What follows belongs to an exercise in optimizing a design on an open flow for small area; a production flow would make more cautious choices. Only simulation tests tie the RTL to the original design; equivalence was not proved. The flow treats the clock pin as an ideal source, which a real chip does not have. Power and IR drop assume default switching activity.

## indigo
Design uniloader_jtag, start of the top module:
module uniloader_jtag (
    input  wire        clk,
    input  wire        rst,
    input  wire        req_valid,
    input  wire [23:0] req_word,
    output wire        req_ready,
    output reg         rsp_valid,
    output wire        rsp_err,
    output wire [31:0] rsp_data,
    output reg  [3:0]  tap_state,
    output reg         tap_known,
    output reg         tck,
    output reg         tms,
    output reg         tdi,
    input  wire        tdo
);
==> flow/config.mk <==
export PLATFORM = sky130hd
export DESIGN_NAME = uniloader_jtag
export DESIGN_NICKNAME = uniloader_jtag
export VERILOG_FILES = /design/flow/design.v
export SDC_FILE = /design/flow/constraint.sdc
export NUM_CORES = 4
export LEC_CHECK = 0
export ABC_AREA = 1
export CAP_MARGIN = 20
export CORE_MARGIN = 2
export CORE_UTILIZATION = 40
export CTS_BUF_LIST = sky130_fd_sc_hd__clkbuf_4
export CTS_CLUSTER_SIZE = 20
export PLACE_DENSITY = 0.6
export SLEW_MARGIN = 20
==> flow/constraint.sdc <==
create_clock -name core_clock -period 8.0 [get_ports {clk}]
set_input_delay 1.6000 -clock core_clock [delete_from_list [all_inputs] [get_ports {clk}]]
set_output_delay 1.6000 -clock core_clock [all_outputs]
set_load 0.01 [all_outputs]
standard.sh (not shown) runs the stock make flow with config.mk's settings and CLKGATE_MAP_FILE= SYNTH_SCRIPT=/design/flow/synth_recipe.tcl, a recipe that flattens the netlist after the stock synthesis.
==> flow/flow/run.sh <==
#!/bin/bash
# Own layout flow: the standard synthesis, then the combinational logic of
# its netlist re-mapped for area with a stronger ABC script (registers kept as
# they are, same cells and names; four runs with different seeds, the smallest
# kept), then the standard layout steps, with small port buffers and a
# clock tree without dummy loads.
set -euo pipefail
W=$PWD
R=$W/orfs/results/$FLOW_PLATFORM/uniloader_jtag/base
YOSYS=yosys
if [[ -x $FLOW_HOME/../tools/install/yosys/bin/yosys ]]; then YOSYS=$FLOW_HOME/../tools/install/yosys/bin/yosys; fi
LIB=$FLOW_HOME/platforms/$FLOW_PLATFORM/lib/sky130_fd_sc_hd__tt_025C_1v80.lib

# 1. standard synthesis
bash standard.sh synth > $W/1_synth.log 2>&1
cp $R/1_2_yosys.v $W/1_2_yosys_standard.v

# 2. area re-mapping of the combinational logic, four seeds in parallel
for S in 0 1 2 3; do
  sed "s/@SEED@/$S/" $W/flow/opt.abc.in > $W/opt_$S.abc
  LIB=$LIB IN_V=$W/1_2_yosys_standard.v TOP=$FLOW_TOP ABC_SCRIPT=$W/opt_$S.abc \
  OUT_V=$W/remap_$S.v OUT_STAT=$W/remap_stat_$S.txt \
    $YOSYS -c $W/flow/reabc.tcl > $W/2_remap_$S.log 2>&1 &
done
wait
best=""; besta=""
for S in 0 1 2 3; do
  a=$(grep "Chip area" $W/remap_stat_$S.txt | awk '{print $NF}' || true)
  [[ -n "$a" ]] || continue
  if [[ -z "$besta" ]] || awk "BEGIN{exit !($a < $besta)}"; then best=$S; besta=$a; fi
done
echo "remap areas: $(grep -h 'Chip area' $W/remap_stat_*.txt | awk '{print $NF}' | tr '\n' ' '); kept seed $best ($besta)" > $W/2_remap_choice.log
cp $W/remap_$best.v $R/1_2_yosys.v
touch $R/1_2_yosys.v

# 3. layout
export BUFFER_PORTS_ARGS="-buffer_cell sky130_fd_sc_hd__buf_1"
export CTS_ARGS="-sink_clustering_enable -repair_clock_nets -dont_use_dummy_load -buf_list \"sky130_fd_sc_hd__clkbuf_4 sky130_fd_sc_hd__clkbuf_8\" -sink_clustering_size 20"
bash standard.sh > $W/3_layout.log 2>&1
==> flow/flow/opt.abc.in <==
strash
&get -n
&deepsyn -T 60 -S @SEED@
&put
dch -f
map -a
mfs2
strash
dch -f
map -a
mfs2
strash
dch -f
map -a
==> flow/flow/reabc.tcl <==
# Re-map the combinational logic of a mapped netlist with a stronger ABC script.
# Flip-flops (and tie cells) stay as they are, with their instance names.
yosys -import
set lib $::env(LIB)
read_liberty -ignore_miss_func -ignore_miss_dir $lib
read_verilog $::env(IN_V)
hierarchy -top $::env(TOP)
foreach m [split [exec sh -c "grep -o 'sky130_fd_sc_hd__\[a-z0-9_\]*' $::env(IN_V) | sort -u"] "\n"] {
  if {[regexp {df|dl|conb|tap|fill|decap} $m]} { catch {blackbox $m} }
}
flatten
opt_clean -purge
stat
abc -script $::env(ABC_SCRIPT) -liberty $lib -dont_use *lpflow* -dont_use *probe* -D 8000
opt_clean -purge
setundef -zero
splitnets
opt_clean -purge
hilomap -singleton -hicell sky130_fd_sc_hd__conb_1 HI -locell sky130_fd_sc_hd__conb_1 LO
insbuf -buf sky130_fd_sc_hd__buf_1 A X
tee -o $::env(OUT_STAT) stat -liberty $lib
write_verilog -noattr -noexpr -nohex -nodec $::env(OUT_V)
indigo finished end to end and its layout was clean on timing, DRC and antenna.
### indigo -> zinc
--- a/flow/flow/run.sh
+++ b/flow/flow/run.sh
@@ -4,3 +4,4 @@
-# they are, same cells and names; four runs with different seeds, the smallest
-# kept), then the standard layout steps, with small port buffers and a
-# clock tree without dummy loads.
+# they are, same cells and names; four ABC scripts, the smallest result kept),
+# then the standard layout steps, with small port buffers and a clock
+# tree without dummy loads whose largest leaf buffers get a stronger cell
+# (cts_post.tcl).
@@ -18 +19 @@
-# 2. area re-mapping of the combinational logic, four seeds in parallel
+# 2. area re-mapping of the combinational logic, four scripts in parallel
@@ -20,2 +21 @@
-  sed "s/@SEED@/$S/" $W/flow/opt.abc.in > $W/opt_$S.abc
-  LIB=$LIB IN_V=$W/1_2_yosys_standard.v TOP=$FLOW_TOP ABC_SCRIPT=$W/opt_$S.abc \
+  LIB=$LIB IN_V=$W/1_2_yosys_standard.v TOP=$FLOW_TOP ABC_SCRIPT=$W/flow/opt_$S.abc \
@@ -38 +38,4 @@
-export CTS_ARGS="-sink_clustering_enable -repair_clock_nets -dont_use_dummy_load -buf_list \"sky130_fd_sc_hd__clkbuf_4 sky130_fd_sc_hd__clkbuf_8\" -sink_clustering_size 20"
+export CTS_ARGS="-sink_clustering_enable -repair_clock_nets -dont_use_dummy_load -buf_list sky130_fd_sc_hd__clkbuf_4 -sink_clustering_size 20"
+export POST_CTS_TCL=$W/flow/cts_post.tcl
+export LEAF_CLKBUF_BIG=sky130_fd_sc_hd__clkbuf_8
+export LEAF_CLKBUF_MAX_FANOUT=8
==> flow/flow/cts_post.tcl (new file) <==
# After clock tree synthesis: give the leaf clock buffers that drive the most
# register clock pins a stronger cell, for margin on the clock-pin slew.
set block [ord::get_db_block]
set big [[ord::get_db] findMaster $::env(LEAF_CLKBUF_BIG)]
set changed 0
foreach inst [$block getInsts] {
  if { ![string match "clkbuf_*_*__f_clk" [$inst getName]] } { continue }
  set out [[$inst findITerm X] getNet]
  set n [expr {[llength [$out getITerms]] - 1}]
  if { $n > $::env(LEAF_CLKBUF_MAX_FANOUT) } {
    puts "cts_post: [$inst getName] drives $n pins, now [$big getName]"
    $inst swapMaster $big
    incr changed
  }
}
if { $changed } {
  detailed_placement
  check_placement -verbose
}
estimate_parasitics -placement
report_clock_skew
==> flow/flow/opt_0.abc (new file) <==
strash
&get -n
&deepsyn -J 100 -S 0
&deepsyn -J 100 -S 1
&put
dch -f
amap -m -F 4 -A 8
mfs2
strash
dch -f
amap -m -F 4 -A 8
mfs2
strash
dch -f
amap -m -F 4 -A 8
mfs2
strash
dch -f
amap -m -F 4 -A 8
mfs2
strash
dch -f
amap -m -F 4 -A 8
==> flow/flow/opt_1.abc (new file) <==
strash
&get -n
&deepsyn -J 100 -S 2
&deepsyn -J 100 -S 3
&put
dch -f
amap -m -F 4 -A 8
mfs2
strash
dch -f
amap -m -F 4 -A 8
mfs2
strash
dch -f
amap -m -F 4 -A 8
mfs2
strash
dch -f
amap -m -F 4 -A 8
mfs2
strash
dch -f
amap -m -F 4 -A 8
==> flow/flow/opt_2.abc (new file) <==
strash
&get -n
&deepsyn -J 100 -S 4
&deepsyn -J 100 -S 5
&put
dch -f
amap -m -F 4 -A 8
mfs2
strash
dch -f
amap -m -F 4 -A 8
mfs2
strash
dch -f
amap -m -F 4 -A 8
mfs2
strash
dch -f
amap -m -F 4 -A 8
mfs2
strash
dch -f
amap -m -F 4 -A 8
==> flow/flow/opt_3.abc (new file) <==
strash
&get -n
&deepsyn -J 100 -S 6
&deepsyn -J 100 -S 7
&put
dch -f
amap -m -F 4 -A 8
mfs2
strash
dch -f
amap -m -F 4 -A 8
mfs2
strash
dch -f
amap -m -F 4 -A 8
mfs2
strash
dch -f
amap -m -F 4 -A 8
mfs2
strash
dch -f
amap -m -F 4 -A 8
mfs2
strash
dch -f
amap -m -F 4 -A 8
mfs2
strash
dch -f
amap -m -F 4 -A 8
mfs2
strash
dch -f
amap -m -F 4 -A 8
mfs2
strash
dch -f
amap -m -F 4 -A 8
removed: flow/flow/opt.abc.in
Re number of nets produced by synthesis: indigo was higher than zinc.
Changes observed in zinc relative to indigo: post-layout instance count excluding filler cells down 8.3%; hold slack flat; buffer share of cell area up 0.42 points.
In the reports for indigo and zinc, the larger sequential share of layout area belongs to zinc.
Comparing indigo and zinc, the lower share of power burned in registers is on indigo.
[compare] base=indigo new=zinc: worst voltage drop across the vdd grid down about 11%, global-route usage down 1.3 points, pre-CTS setup slack up 0.41 ns, part of the total power dissipated in the clock network down 2.3 points.
## Diff of input files: yarrow against zinc
--- a/flow/flow/run.sh
+++ b/flow/flow/run.sh
@@ -4,4 +4,3 @@
-# they are, same cells and names; four ABC scripts, the smallest result kept),
-# then the standard layout steps, with small port buffers and a clock
-# tree without dummy loads whose largest leaf buffers get a stronger cell
-# (cts_post.tcl).
+# they are, same cells and names; four runs with different seeds, the smallest
+# kept), then the standard layout steps, with small port buffers and a
+# clock tree without dummy loads.
@@ -19 +18 @@
-# 2. area re-mapping of the combinational logic, four scripts in parallel
+# 2. area re-mapping of the combinational logic, four seeds in parallel
@@ -21 +20,2 @@
-  LIB=$LIB IN_V=$W/1_2_yosys_standard.v TOP=$FLOW_TOP ABC_SCRIPT=$W/flow/opt_$S.abc \
+  sed "s/@SEED@/$S/" $W/flow/opt.abc.in > $W/opt_$S.abc
+  LIB=$LIB IN_V=$W/1_2_yosys_standard.v TOP=$FLOW_TOP ABC_SCRIPT=$W/opt_$S.abc \
@@ -38,4 +38 @@
-export CTS_ARGS="-sink_clustering_enable -repair_clock_nets -dont_use_dummy_load -buf_list sky130_fd_sc_hd__clkbuf_4 -sink_clustering_size 20"
-export POST_CTS_TCL=$W/flow/cts_post.tcl
-export LEAF_CLKBUF_BIG=sky130_fd_sc_hd__clkbuf_8
-export LEAF_CLKBUF_MAX_FANOUT=8
+export CTS_ARGS="-sink_clustering_enable -repair_clock_nets -dont_use_dummy_load -buf_list sky130_fd_sc_hd__clkbuf_8 -sink_clustering_size 20"
==> flow/flow/opt.abc.in (new file) <==
strash
&get -n
&deepsyn -T 60 -S @SEED@
&put
dch -f
map -a
mfs2
strash
dch -f
map -a
mfs2
strash
dch -f
map -a
removed: flow/flow/cts_post.tcl
removed: flow/flow/opt_0.abc
removed: flow/flow/opt_1.abc
removed: flow/flow/opt_2.abc
removed: flow/flow/opt_3.abc
--- outcome ---
Fraction of area in multi-input gates, zinc and yarrow: higher on zinc. Synthesized instance count: yarrow higher than zinc. On worst slack after detailed placement, yarrow does worse than zinc. Of yarrow and zinc, it is yarrow that has the lower global-route met3 utilization. The worst hold margin of zinc and that of yarrow are within noise of each other. Relative to zinc, first-pass GRT wire length increased by 5.4% in yarrow. yarrow: PASS, flow complete, no timing, DRC or antenna violations. On share of total power in the clock network, the lower figure sits with zinc, not yarrow.
#### Input delta (amber over yarrow)
--- a/flow/flow/run.sh
+++ b/flow/flow/run.sh
@@ -38 +38 @@
-export CTS_ARGS="-sink_clustering_enable -repair_clock_nets -dont_use_dummy_load -buf_list sky130_fd_sc_hd__clkbuf_8 -sink_clustering_size 20"
+export CTS_ARGS="-sink_clustering_enable -repair_clock_nets -dont_use_dummy_load -buf_list sky130_fd_sc_hd__clkbuf_4 -sink_clustering_size 10 -sink_clustering_max_diameter 40"
==> comparison <==
Summary of amber over yarrow: sequential share of cell area rose 0.57 points; part of the power in the clock network fell 5.9 points.
amber vs. yarrow: critical path's largest stage delay rose by 0.02 ns; total power fell by 53 µW; final standard cell area without fillers fell by 56 µm²; global-route usage stayed essentially flat.
amber vs yarrow, capturing element of the worst setup path: m[2]$_DFFE_PP_ vs m[0]$_SDFFCE_PN0P_
Sort amber and yarrow by count of TritonRoute iterations in the first routing pass, descending, and yarrow comes first.
amber has required arrival time at the worst endpoint above what yarrow had.

## static timing again, ports no longer ideal
No port has a modelled driver above. Below, the same layouts with a new extraction and two added sets of constraints.
Step 1 sets driving cells, clkbuf_16 on the clock port and buf_2 on the other inputs (assumed; they add their load-dependent delay and slew).
Step 2 times the ports against the registers' clock, not the clock port: input delays grow and output delays shrink by t, the midpoint of the rising clock arrivals with the driver on.
Three values: no drivers, after step 1, after step 2; two values: the first two.
run | shift t [ns] | setup WS [ns] | hold WS [ns] | pins driven straight from the clock port
indigo | 0.370 | 3.185 / 3.185 / 3.185 | 0.450 / 0.450 / 0.450 | 1
zinc | 0.444 | 3.631 / 3.631 / 3.631 | 0.449 / 0.449 / 0.449 | 1
yarrow | 0.370 | 3.185 / 3.185 / 3.185 | 0.450 / 0.450 / 0.450 | 1
amber | 0.438 | 3.219 / 3.219 / 3.219 | 0.450 / 0.450 / 0.450 | 1
After both steps every run listed still meets setup and hold.
